This is an optimization exercise on Yosys and OpenROAD, whose aim is small area, a short achievable clock period and few clock cycles per item, not a production implementation. RTL that was checked went through simulation tests only; none was proved equivalent to the original.

## oak
==> module teavault_cipher, before the edit <==
module teavault_cipher (
    input  wire         clk,
    input  wire         rst,           
    input  wire         in_valid,
    output wire         in_ready,
    input  wire         in_decrypt,    
    input  wire [127:0] in_key,
    input  wire [63:0]  in_block,
    output wire         out_valid,
    input  wire         out_ready,
    output wire [63:0]  out_block
);
    localparam [31:0] DELTA   = 32'h9E3779B9;
    localparam [31:0] INITSUM = 32'h2C15E7F9;    
    function [31:0] add32(input [31:0] x, input [31:0] y, input ci);
        reg [31:0] g, p, gg, pp, gn, pn;
        integer i, l;
        begin
            g = x & y;
            p = x ^ y;
            gg = g; pp = p;
            gg[0] = g[0] | (p[0] & ci);
            for (l = 0; l < 5; l = l + 1) begin
                gn = gg; pn = pp;
                for (i = 0; i < 32; i = i + 1)
                    if (i[l]) begin
                        gn[i] = gg[i] | (pp[i] & gg[((i >> l) << l) - 1]);
                        pn[i] = pp[i] & pp[((i >> l) << l) - 1];
                    end
                gg = gn; pp = pn;
            end
            add32 = p ^ {gg[30:0], ci};
        end
    endfunction
    function [31:0] add32i(input [31:0] x, input [31:0] y, input inv);
        reg [31:0] g, p, gg, pp, gn, pn;
        integer i, l;
        begin
            g = x & y;
            p = x ^ y;
            gg = g; pp = p;
            for (l = 0; l < 5; l = l + 1) begin
                gn = gg; pn = pp;
                for (i = 0; i < 32; i = i + 1)
                    if (i[l]) begin
                        gn[i] = gg[i] | (pp[i] & gg[((i >> l) << l) - 1]);
                        pn[i] = pp[i] & pp[((i >> l) << l) - 1];
                    end
                gg = gn; pp = pn;
            end
            add32i = (p ^ {32{inv}}) ^ {gg[30:0], 1'b0};
        end
    endfunction
    function [31:0] add32bk(input [31:0] x, input [31:0] y, input ci);
        reg [31:0] g, p, gg, pp;
        integer i, l;
        begin
            g = x & y;
            p = x ^ y;
            gg = g; pp = p;
            gg[0] = g[0] | (p[0] & ci);
            for (l = 0; l < 5; l = l + 1)
                for (i = 0; i < 32; i = i + 1)
                    if (((i + 1) % (2 << l)) == 0) begin
                        gg[i] = gg[i] | (pp[i] & gg[i - (1 << l)]);
                        pp[i] = pp[i] & pp[i - (1 << l)];
                    end
            for (l = 3; l >= 0; l = l - 1)
                for (i = 0; i < 32; i = i + 1)
                    if (((i + 1) % (2 << l)) == (1 << l) && i >= (2 << l)) begin
                        gg[i] = gg[i] | (pp[i] & gg[i - (1 << l)]);
                        pp[i] = pp[i] & pp[i - (1 << l)];
                    end
            add32bk = p ^ {gg[30:0], ci};
        end
    endfunction
    function [31:0] add32sp4(input [31:0] x, input [31:0] y, input ci);
        reg [31:0] g, p;
        reg [31:0] c;   
        reg [31:0] BG, BP, GG, PP, GN, PN;   
        integer i, j, l, nb;
        begin
            g = x & y; p = x ^ y;
            nb = 32 / 4;
            for (i = 0; i < 32 / 4; i = i + 1) begin
                BG[i] = 1'b0; BP[i] = 1'b1;
                for (j = 0; j < 4; j = j + 1) begin
                    BG[i] = g[i*4+j] | (p[i*4+j] & BG[i]);
                    BP[i] = BP[i] & p[i*4+j];
                end
            end
            GG = BG; PP = BP;
            for (l = 0; l < 5; l = l + 1) begin
                GN = GG; PN = PP;
                for (i = 0; i < 32 / 4; i = i + 1)
                    if (i[l]) begin
                        GN[i] = GG[i] | (PP[i] & GG[((i >> l) << l) - 1]);
                        PN[i] = PP[i] & PP[((i >> l) << l) - 1];
                    end
                GG = GN; PP = PN;
            end
            for (i = 0; i < 32 / 4; i = i + 1) begin
                c[i*4] = (i == 0) ? ci : (GG[i-1] | (PP[i-1] & ci));
                for (j = 1; j < 4; j = j + 1)
                    c[i*4+j] = g[i*4+j-1] | (p[i*4+j-1] & c[i*4+j-1]);
            end
            add32sp4 = p ^ c;
        end
    endfunction
    reg        busy;       
    reg        full;       
    reg        ph;         
    reg        last;       
    reg        nz;         
    reg        sub;        
    reg [7:0]  cnt;        
    reg        dec;
    reg [31:0] a, b;       
    reg [31:0] sum;        
    reg [63:0] kp;         
    wire [31:0] ka  = kp[63:32];
    wire [31:0] kb  = kp[31:0];
    wire [31:0] t1, t2, t3;
    tv_add_bk u_t1 (.x(b << 4), .y(ka),  .ci(1'b0), .s(t1));    
    tv_add_bk u_t2 (.x(b),      .y(sum), .ci(1'b0), .s(t2));    
    tv_add_bk u_t3 (.x(b >> 5), .y(kb),  .ci(1'b0), .s(t3));    
    wire [31:0] f   = t1 ^ t2 ^ t3;
    wire [31:0] fz  = f & {32{nz}};                  
    wire [31:0] ax  = a ^ {32{sub}};
    wire [31:0] nb  = add32i(ax, fz, sub);           
    wire [31:0] dd  = {DELTA[31:1] ^ {31{dec}}, 1'b1};    
    assign in_ready  = last;
    assign out_valid = full;
    assign out_block = {a, b};
    always @(posedge clk) begin
        if (dec ^ (busy & ~cnt[0]))
            kp <= in_key[63:0];
        else
            kp <= in_key[127:64];
        if (busy) begin
            a   <= b;
            if (cnt[0])
                sum <= add32bk(sum, dd, 1'b0);
            cnt <= cnt + 8'd1;
            nz  <= (cnt != 8'd127);
            sub <= dec & (cnt != 8'd127);
        end else begin
            if (!full || out_ready)
                a <= ph ? in_block[63:32] : in_block[31:0];
            sum <= dec ? INITSUM : DELTA;
            cnt <= dec ? 8'd255 : 8'd0;
            dec <= in_decrypt;
            nz  <= ph & ~dec;
            sub <= 1'b0;
        end
        if (!full || out_ready)
            b <= nb;
        if (rst) begin
            busy <= 1'b0;
            full <= 1'b0;
            ph   <= 1'b0;
            last <= 1'b0;
        end else if (busy) begin
            last <= ~last & (cnt == (dec ? 8'd127 : 8'd126));
            if (last) begin
                busy <= 1'b0;
                full <= 1'b1;
            end
        end else if (full) begin
            if (out_ready) begin
                full <= 1'b0;
                ph   <= in_valid;
            end
        end else if (ph) begin
            ph   <= 1'b0;
            busy <= 1'b1;
        end else begin
            ph   <= in_valid;
        end
    end
endmodule
Settings: LEC_CHECK=0, ABC_AREA=1, CAP_MARGIN=20, CORE_MARGIN=2, CORE_UTILIZATION=40, SLEW_MARGIN=20, BUFFER_PORTS_ARGS=-buffer_cell sky130_fd_sc_hd__buf_1, ADDER_MAP_FILE=, SETUP_SLACK_MARGIN=8, TNS_END_PERCENT=0, CTS_ARGS=-sink_clustering_enable -repair_clock_nets -dont_use_dummy_load -buf_list sky130_fd_sc_hd__clkbuf_8; clock period 12.0 ns.
standard.sh (not shown) runs the stock make flow with config.mk's settings and CLKGATE_MAP_FILE= SYNTH_SCRIPT=/design/flow/synth_recipe.tcl, a recipe that flattens the netlist after the stock synthesis.
==> flow/flow/run.sh <==
#!/bin/bash
# The standard ORFS layout (standard.sh), with these changes to how the
# layout is made (the SDC and clock period stay the standard flow's):
#  - ports are buffered with buf_1 cells instead of delay buffers;
#  - synthesis does not map adders to the library's fa/ha cells (same
#    synthesis script and registers, the adders are left to ABC);
#  - timing repair aims for more setup slack, on the worst path only;
#  - clock tree synthesis (when CTS_ARGS is set below) builds the tree from
#    clkbuf_8 cells and inserts no dummy loads.
# The ORFS logs of every step are kept under orfs/logs, and standard.sh's own
# output in standard.log.
set -e
cat >> "$FLOW_CONFIG" <<'EOC'
export BUFFER_PORTS_ARGS = -buffer_cell sky130_fd_sc_hd__buf_1
export ADDER_MAP_FILE = 
export SETUP_SLACK_MARGIN = 8
export TNS_END_PERCENT = 0
export CTS_ARGS = -sink_clustering_enable -repair_clock_nets -dont_use_dummy_load -buf_list sky130_fd_sc_hd__clkbuf_8
EOC
bash standard.sh > standard.log 2>&1
#### Input delta (pine over oak)
--- a/flow/design.v
+++ b/flow/design.v
@@ -9,32 +9,12 @@
     output wire         out_valid,
     input  wire         out_ready,
     output wire [63:0]  out_block
 );
     localparam [31:0] DELTA   = 32'h9E3779B9;
     localparam [31:0] INITSUM = 32'h2C15E7F9;    
-    function [31:0] add32(input [31:0] x, input [31:0] y, input ci);
-        reg [31:0] g, p, gg, pp, gn, pn;
-        integer i, l;
-        begin
-            g = x & y;
-            p = x ^ y;
-            gg = g; pp = p;
-            gg[0] = g[0] | (p[0] & ci);
-            for (l = 0; l < 5; l = l + 1) begin
-                gn = gg; pn = pp;
-                for (i = 0; i < 32; i = i + 1)
-                    if (i[l]) begin
-                        gn[i] = gg[i] | (pp[i] & gg[((i >> l) << l) - 1]);
-                        pn[i] = pp[i] & pp[((i >> l) << l) - 1];
-                    end
-                gg = gn; pp = pn;
-            end
-            add32 = p ^ {gg[30:0], ci};
-        end
-    endfunction
     function [31:0] add32i(input [31:0] x, input [31:0] y, input inv);
         reg [31:0] g, p, gg, pp, gn, pn;
         integer i, l;
         begin
             g = x & y;
             p = x ^ y;
@@ -71,45 +51,12 @@
                         gg[i] = gg[i] | (pp[i] & gg[i - (1 << l)]);
                         pp[i] = pp[i] & pp[i - (1 << l)];
                     end
             add32bk = p ^ {gg[30:0], ci};
         end
     endfunction
-    function [31:0] add32sp4(input [31:0] x, input [31:0] y, input ci);
-        reg [31:0] g, p;
-        reg [31:0] c;   
-        reg [31:0] BG, BP, GG, PP, GN, PN;   
-        integer i, j, l, nb;
-        begin
-            g = x & y; p = x ^ y;
-            nb = 32 / 4;
-            for (i = 0; i < 32 / 4; i = i + 1) begin
-                BG[i] = 1'b0; BP[i] = 1'b1;
-                for (j = 0; j < 4; j = j + 1) begin
-                    BG[i] = g[i*4+j] | (p[i*4+j] & BG[i]);
-                    BP[i] = BP[i] & p[i*4+j];
-                end
-            end
-            GG = BG; PP = BP;
-            for (l = 0; l < 5; l = l + 1) begin
-                GN = GG; PN = PP;
-                for (i = 0; i < 32 / 4; i = i + 1)
-                    if (i[l]) begin
-                        GN[i] = GG[i] | (PP[i] & GG[((i >> l) << l) - 1]);
-                        PN[i] = PP[i] & PP[((i >> l) << l) - 1];
-                    end
-                GG = GN; PP = PN;
-            end
-            for (i = 0; i < 32 / 4; i = i + 1) begin
-                c[i*4] = (i == 0) ? ci : (GG[i-1] | (PP[i-1] & ci));
-                for (j = 1; j < 4; j = j + 1)
-                    c[i*4+j] = g[i*4+j-1] | (p[i*4+j-1] & c[i*4+j-1]);
-            end
-            add32sp4 = p ^ c;
-        end
-    endfunction
     reg        busy;       
     reg        full;       
     reg        ph;         
     reg        last;       
     reg        nz;         
     reg        sub;        
@@ -136,14 +83,13 @@
         if (dec ^ (busy & ~cnt[0]))
             kp <= in_key[63:0];
         else
             kp <= in_key[127:64];
         if (busy) begin
             a   <= b;
-            if (cnt[0])
-                sum <= add32bk(sum, dd, 1'b0);
+            sum <= add32bk(sum, dd & {32{cnt[0]}}, 1'b0);    
             cnt <= cnt + 8'd1;
             nz  <= (cnt != 8'd127);
             sub <= dec & (cnt != 8'd127);
         end else begin
             if (!full || out_ready)
                 a <= ph ? in_block[63:32] : in_block[31:0];
## What came out
For oak, the critical path capture point was out_block[23], unlike pine, where it was b[27]. pine against oak: area taken by flip-flops and latches decreased by 320 µm² relative to the old numbers, fraction of the cycle the final worst path needs increased by 0.50 points relative to the old numbers, post-route core utilization closely matched the old numbers. pine gives less post-synthesis instance area than oak did. Going from oak to pine, total detailed-routing wirelength shows a reduction of 480 µm, design area shows a reduction of about 3%. As far as insertion delay to the later sink of the worst-skew pair is concerned, pine and oak perform about the same. pine vs oak: floorplan die width down in pine.
Testbench counts of pine, summed over its fixed seeds: cycles 167,678, items 1,280.
For oak, only the layout was checked, not whether the RTL still works.

## port drivers added, routing unchanged
No port has a modelled driver above. Below, the same layouts with a new extraction and two added sets of constraints.
Step 1 (the two cells are an assumption about what drives the block):
set clk [get_ports {clk}]
set_driving_cell -lib_cell sky130_fd_sc_hd__clkbuf_16 $clk
set_driving_cell -lib_cell sky130_fd_sc_hd__buf_2 [delete_from_list [all_inputs] $clk]
Step 2 also shifts input and output timing later by t, the mid clock arrival at the registers, as if the neighbouring blocks saw the same clock.
Three values: no drivers, after step 1, after step 2; two values: the first two.
| run | t, ns | slack for setup (ns) | cell pins on the clock port's net |
|---|---|---|---|
| oak | 0.531 | 8.244 / 8.198 / 8.385 | 1 |
| pine | 0.540 | 8.184 / 8.184 / 8.184 | 1 |
After both steps setup and hold are still met in every run listed.
